This design comes from an exercise in tuning for small area, a short achievable clock period and few clock cycles on the open sky130 flow, not from production work.
Only simulation tests tie the RTL to the original design; equivalence was not proved.

==> try-nickel: inputs <==
Design mms_asc, start of the top module:
module mms_asc (
    input  wire        clk,
    input  wire        rst,
    input  wire        tick,
    input  wire        cmd_valid,
    input  wire [31:0] cmd_word,
    output wire        ready,
    output wire [31:0] rd_data,
    output wire [15:0] pwm_duty
);
    localparam [2:0] E_IDLE = 3'd0, E_ATTACK = 3'd1, E_DECAY = 3'd2,
                     E_SUSTAIN = 3'd3, E_RELEASE = 3'd4;
    localparam [2:0] ERR_ILLEGAL = 3'd1, ERR_PORT = 3'd2, ERR_RESV = 3'd3,
                     ERR_RANGE = 3'd4;
    localparam integer DK = 4;
    localparam [2:0] DLAST = 32 / DK - 1;
    localparam [2:0] CLAST = 8 / DK - 1;
    reg [31:0] phase_acc;
    reg [31:0] phase_inc;
    reg [23:0] freq_hz;
    reg [2:0]  wave_sel;
    reg [15:0] noise_lfsr;
    reg [2:0]  env_state;
    reg [9:0]  env_amp;
    reg [31:0] env_elapsed;
    reg [9:0]  env_rel_start;
    reg [15:0] attack_ms;
    reg [15:0] decay_ms;
    reg [9:0]  sustain_lvl;
    reg [15:0] release_ms;
    reg [15:0] a_ms;           
    reg [15:0] d_ms;           
    reg [15:0] r_ms;           
    reg [9:0]  env_s_lvl;
    reg [7:0]  gain;
    reg [15:0] sc_ctrl;
    reg [3:0]  lp_shift;
    reg signed [15:0] lp_prev;
    reg [15:0] pwm_max;
    reg [15:0] pwm_center;
    reg signed [15:0] sample_out;
    reg        err;
    reg [2:0]  err_code;
    reg [31:0] err_word;
    reg [7:0]  comp;           
    reg        div_busy;
    reg [2:0]  div_cnt;
    reg        comp_run;
    reg [9:0]  div_r;
    reg [6:0]  comp_r;
    reg [2:0]  pc;             
    reg        need_dec;       
    reg [5:0]  sc1_n20;        
  ...
Settings: LEC_CHECK=0, CAP_MARGIN=20, CORE_MARGIN=2, CORE_UTILIZATION=30, PLACE_DENSITY=0.5, SLEW_MARGIN=20; clock period 25.0 ns.
run.sh (not shown) runs the stock make flow with config.mk's settings and CLKGATE_MAP_FILE= SYNTH_SCRIPT=/design/flow/synth_recipe.tcl, a recipe that flattens the netlist after the stock synthesis.
==> try-maple (differences from try-nickel) <==
--- a/flow/design.v
+++ b/flow/design.v
@@ -155,43 +155,39 @@
     reg [2:0]  pc;             
     reg        need_dec;       
     reg [5:0]  sc1_n20;        
     reg [4:0]  sc1_nm;         
     reg [5:0]  sc1_m;          
     reg        sc1_big;        
-    reg [20:0] sc1_t;          
-    reg [20:0] dec_t;          
     reg [5:0]  dec_qs;
     reg [9:0]  dec_rs;
     reg [15:0] s2_wmag;        
     reg        s2_wneg;        
     reg [1:0]  pl;             
     reg [20:0] env_t;          
     reg [5:0]  env_qs;         
     reg [9:0]  env_rs;         
     reg [20:0] env_r;          
     reg [2:0]  s1_state;
     reg [9:0]  s1_amp;
-    reg [31:0] s1_elapsed;
     reg [20:0] s1_r;
     reg [31:0] s2_phase;
-    reg [15:0] s2_lfsr;
     reg [2:0]  s2_state;
     reg [9:0]  s2_amp;
     reg [31:0] s2_elapsed;
     reg [20:0] s2_r;
-    reg        sq_neg;
-    reg [15:0] sq_mag;
+    reg signed [16:0] sq;
     reg        hold;           
     reg        hold_tick;      
     reg [4:0]  rd_addr;
     reg        rd_zero;
     reg        frz;            
     reg [15:0] duty_reg;
     reg [8:0]  ge_r;
     wire full = (pl == 2'd2);
+    wire [31:0] s1_elapsed;
     wire env_pend = (pc != 3'd0);
     assign ready = ~hold;
     wire acc      = ready & ~rst;
     wire tick_acc = acc & tick;
     wire cmd_acc  = acc & ~tick & cmd_valid;
     wire tick_go  = (tick_acc | hold_tick) & full;
@@ -300,12 +296,13 @@
         end
     end
     wire [17:0] sc_n5  = sc_n[9:2] * 10'd205;
     wire [5:0]  sc_n20 = sc_n5[15:10];                    
     wire [4:0]  sc_nm  = sc_n[4:0] - {sc_n20[2:0], 2'b00} - {sc_n20[0], 4'b0000};  
     wire [20:0] sc_t   = {sc_m, 4'd0} + {2'd0, sc_m, 2'd0};
+    wire [20:0] dec_t20 = {d_ms, 4'd0} + {2'd0, d_ms, 2'd0};
     reg  [5:0]  sc_q;
     reg  [5:0]  sc_rm;
     reg  [6:0]  sc_tr;
     integer     si;
     always @(*) begin
         sc_q  = 6'd0;
@@ -382,14 +379,17 @@
         endcase
     end
     wire [31:0] phase_n  = phase_acc + phase_inc;
     wire [15:0] lfsr_n   = noise_lfsr[0] ? ((noise_lfsr >> 1) ^ 16'hB400)
                                          : (noise_lfsr >> 1);
     wire [31:0] s2_phase_n = (refill0 ? phase_acc : s2_phase) + phase_inc;
-    wire [15:0] x_lfsr   = refill0 ? noise_lfsr : s2_lfsr;
-    wire [15:0] s2_lfsr_n = x_lfsr[0] ? ((x_lfsr >> 1) ^ 16'hB400) : (x_lfsr >> 1);
+    wire [15:0] lfsr_2  = lfsr_n[0] ? ((lfsr_n >> 1) ^ 16'hB400) : (lfsr_n >> 1);
+    wire [15:0] lfsr_3  = lfsr_2[0] ? ((lfsr_2 >> 1) ^ 16'hB400) : (lfsr_2 >> 1);
+    wire [15:0] s2_lfsr_n = refill0 ? lfsr_n : (pl == 2'd1) ? lfsr_2 : lfsr_3;
+    assign s1_elapsed = (s1_state != env_state) ? 32'd0 :
+                        (env_elapsed == 32'hFFFFFFFF) ? env_elapsed : env_elapsed + 32'd1;
     wire [7:0]  idx     = s2_phase_n[31:24];
     wire [14:0] sine_mag;
     wire        sine_neg;
     mms_sine_rom u_rom (.idx(idx), .mag(sine_mag), .neg(sine_neg));
     wire [6:0]  tri_v  = idx[7] ? ~idx[6:0] : idx[6:0];
     wire [1:0]  tri_f  = (tri_v == 7'd127) ? 2'd3 : (tri_v >= 7'd85) ? 2'd2 :
@@ -405,44 +405,51 @@
         endcase
     end
     wire        is_sine = (wave_sel == 3'd0);
     wire        w_neg   = is_sine ? sine_neg : raw[15];
     wire [15:0] w_mag   = is_sine ? {1'b0, sine_mag} : (raw[15] ? -raw : raw);
     wire [25:0] s_prod = s2_wmag * s2_amp;                       
-    wire [44:0] s_mul  = s_prod[24:3] * 23'd4294968;            
-    wire [15:0] s_q    = s_mul[44:29];
-    wire signed [16:0] scaled = sq_neg ? -$signed({1'b0, sq_mag}) : $signed({1'b0, sq_mag});
-    wire signed [17:0] lp_ms  = sq_neg ? ~{2'b00, sq_mag} : {2'b00, sq_mag};
-    wire signed [17:0] lp_dm1 = lp_ms + ~{{2{lp_prev[15]}}, lp_prev} + {17'd0, sq_neg};
+    wire [21:0] s_y    = s_prod[24:3];
+    wire [27:0] s_acc  = {1'b0, s_y, 5'd0} + {7'd0, s_y[21:1]} + {8'd0, s_y[21:2]} +
+                         {12'd0, s_y[21:6]} + {15'd0, s_y[21:9]} + {18'd0, s_y[21:12]} +
+                         {19'd0, s_y[21:13]} + {20'd0, s_y[21:14]} + 28'd8;
+    wire [15:0] s_q    = s_acc[27:12];
+    wire signed [16:0] s_sq   = s2_wneg ? -$signed({1'b0, s_q}) : $signed({1'b0, s_q});
+    wire signed [17:0] lp_dm1 = {sq[16], sq} + ~{{2{lp_prev[15]}}, lp_prev};
     wire signed [17:0] lp_sh  = lp_dm1 >>> lp_shift;
     wire        [15:0] lp_low = ~(16'hFFFF << lp_shift);
     wire               lp_cin = ~lp_dm1[17] | ((lp_dm1[15:0] & lp_low) == lp_low);
-    wire signed [17:0] lp_y   = {{2{lp_prev[15]}}, lp_prev} + lp_sh + {17'd0, lp_cin};
+    wire signed [17:0] lp_p   = {{2{lp_prev[15]}}, lp_prev};
+    wire signed [17:0] lp_y   = lp_cin ? (lp_p - ~lp_sh) : (lp_p + lp_sh);
     wire        set_gain = do_cmd & (op == 8'h07);
     wire [7:0]         ge_g    = set_gain ? arg[7:0] : gain;
     wire [14:0]        gc      = ge_g * comp[6:0];
     wire [8:0]         ge      = {1'b0, ge_g} + {1'b0, gc[14:7]};
     wire signed [25:0] g_prod  = $signed(lp_y[15:0]) * $signed({1'b0, ge_r});
     wire signed [18:0] g_shift = g_prod[25:7];
-    wire signed [15:0] gained  = (g_shift[18:15] == 4'b0000 || g_shift[18:15] == 4'b1111) ?
-                                 g_shift[15:0] : (g_shift[18] ? -16'sd32768 : 16'sd32767);
+    wire               g_ovf   = !(g_shift[18:15] == 4'b0000 || g_shift[18:15] == 4'b1111);
     wire [14:0]        thresh = sc_ctrl[14:0];
     wire               sym    = sc_ctrl[15];
-    wire signed [16:0] x17    = gained;
+    wire signed [16:0] x17    = {g_shift[15], g_shift[15:0]};
     wire signed [16:0] t17    = $signed({2'b00, thresh});
     wire signed [16:0] t1m    = 17'sd1 - t17;
     wire signed [16:0] c_u    = x17 + t17;
     wire signed [16:0] c_v    = x17 + t1m;
     wire signed [16:0] c_w    = t17 - x17;
-    reg  signed [16:0] clip17;
+    reg  signed [16:0] clip_x;
     always @(*) begin
-        if (!gained[15] || !sym)
-            clip17 = c_w[16] ? (c_u >>> 1) : x17;
+        if (!x17[16] || !sym)
+            clip_x = c_w[16] ? (c_u >>> 1) : x17;
         else
-            clip17 = c_u[16] ? (c_v >>> 1) : x17;
+            clip_x = c_u[16] ? (c_v >>> 1) : x17;
     end
+    wire signed [16:0] cp_u   = 17'sd32767 + t17;
+    wire signed [16:0] clip_p = (thresh == 15'h7FFF) ? 17'sd32767 : (cp_u >>> 1);
+    wire signed [16:0] cn_v   = -17'sd32767 - t17;
+    wire signed [16:0] clip_n = sym ? (cn_v >>> 1) : -17'sd32768;
+    wire signed [16:0] clip17 = !g_ovf ? clip_x : g_shift[18] ? clip_n : clip_p;
     always @(posedge clk) begin
         if (rst) begin
             phase_acc     <= 32'd0;
             phase_inc     <= 32'd0;
             freq_hz       <= 24'd0;
             wave_sel      <= 3'd0;
@@ -503,52 +510,47 @@
             case (pc)
                 3'd1, 3'd3: begin
                     sc1_n20 <= sc_n20;
                     sc1_nm  <= sc_nm;
                     sc1_m   <= sc_m[5:0];
                     sc1_big <= (sc_m[15:6] != 10'd0);
-                    sc1_t   <= sc_t;
                     pc      <= pc + 3'd1;
                 end
                 3'd2: begin
-                    env_t  <= sc1_t;
+                    env_t  <= sc_t;
                     env_qs <= sc_q;
                     env_rs <= sc_rs;
                     pc     <= need_dec ? 3'd3 : 3'd0;
                 end
                 3'd4: begin
-                    dec_t    <= sc1_t;
                     dec_qs   <= sc_q;
                     dec_rs   <= sc_rs;
                     need_dec <= 1'b0;
                     pc       <= 3'd0;
                 end
                 default: ;
             endcase
             if ((refill0 || advance) && ramp_a2d) begin
-                env_t  <= dec_t;
+                env_t  <= dec_t20;
                 env_qs <= dec_qs;
                 env_rs <= dec_rs;
             end
             if (refill0 || advance) begin
                 s2_phase   <= s2_phase_n;
-                s2_lfsr    <= s2_lfsr_n;
                 s2_state   <= state_n;
                 s2_amp     <= amp_n;
                 s2_elapsed <= elapsed_n;
                 s2_r       <= envr_n;
                 s2_wmag    <= w_mag;
                 s2_wneg    <= w_neg;
             end
             if (advance) begin
                 s1_state   <= s2_state;
                 s1_amp     <= s2_amp;
-                s1_elapsed <= s2_elapsed;
                 s1_r       <= s2_r;
-                sq_neg     <= s2_wneg;
-                sq_mag     <= s_q;
+                sq         <= s_sq;
             end
             if (refill0)
                 pl <= 2'd1;
             else if (pl == 2'd1)
                 pl <= 2'd2;
             if (hold && (hold_tick ? full : !div_busy)) begin
@@ -561,13 +563,13 @@
             end
             if (tick_go) begin
                 phase_acc   <= phase_n;
                 noise_lfsr  <= lfsr_n;
                 env_state   <= s1_state;
                 env_amp     <= s1_amp;
-                env_elapsed <= s1_elapsed;
+                env_elapsed <= s1_elapsed;    
                 env_r       <= s1_r;
                 lp_prev     <= lp_y[15:0];
                 sample_out  <= clip17[15:0];
                 frz         <= 1'b0;
             end
             if (cmd_acc) begin
- ABC_AREA: unset -> 1
==> flow_summary.json <==
{
  "clk_latency_ns": 0.76,
  "status": "finished clean",
  "drtPass1Iterations": 7,
  "finalWirelength_mm": 305,
  "dpl-instance-area_um2": 84400
}
(the above is from try-maple)
==> flow_summary.json <==
{
  "status": "finished clean",
  "drtPass1Iterations": 9,
  "finalWirelength_mm": 302,
  "dpl-instance-area_um2": 87400,
  "clk_latency_ns": 0.78
}
(the above is from try-nickel)
Testbench counts of try-nickel, summed over its fixed seeds: cycles 33,198.
Testbench counts of try-maple, summed over its fixed seeds: cycles 33,198.

-- afterwards: timing with drivers on the ports --
How much do the figures lean on ideal ports? The routed layouts below were timed once more, with nothing changed but the port constraints. Step 1: set_driving_cell puts a clkbuf_16 on clk and a buf_2 on each other input, an assumption about the parent block. Step 2, shift: input delay + t, output delay - t, t = (earliest + latest rising clock arrival at the registers) / 2. This alone moves slack from input paths to output paths. a / b / c = no drivers / after step 1 / after step 2; a / b = the first two.
run	shift t [ns]	setup WS [ns]	worst hold slack (ns)	latest minus earliest clock arrival (ns)	worst data-port slew with drivers (ns)
try-nickel	0.838	6.693 / 6.693 / 6.693	0.438 / 0.438 / 0.438	0.066 / 0.066	0.18
try-maple	0.835	8.980 / 8.878 / 9.664	0.451 / 0.451 / 0.451	0.053 / 0.053	0.22
After both steps setup and hold are still met in every run listed.
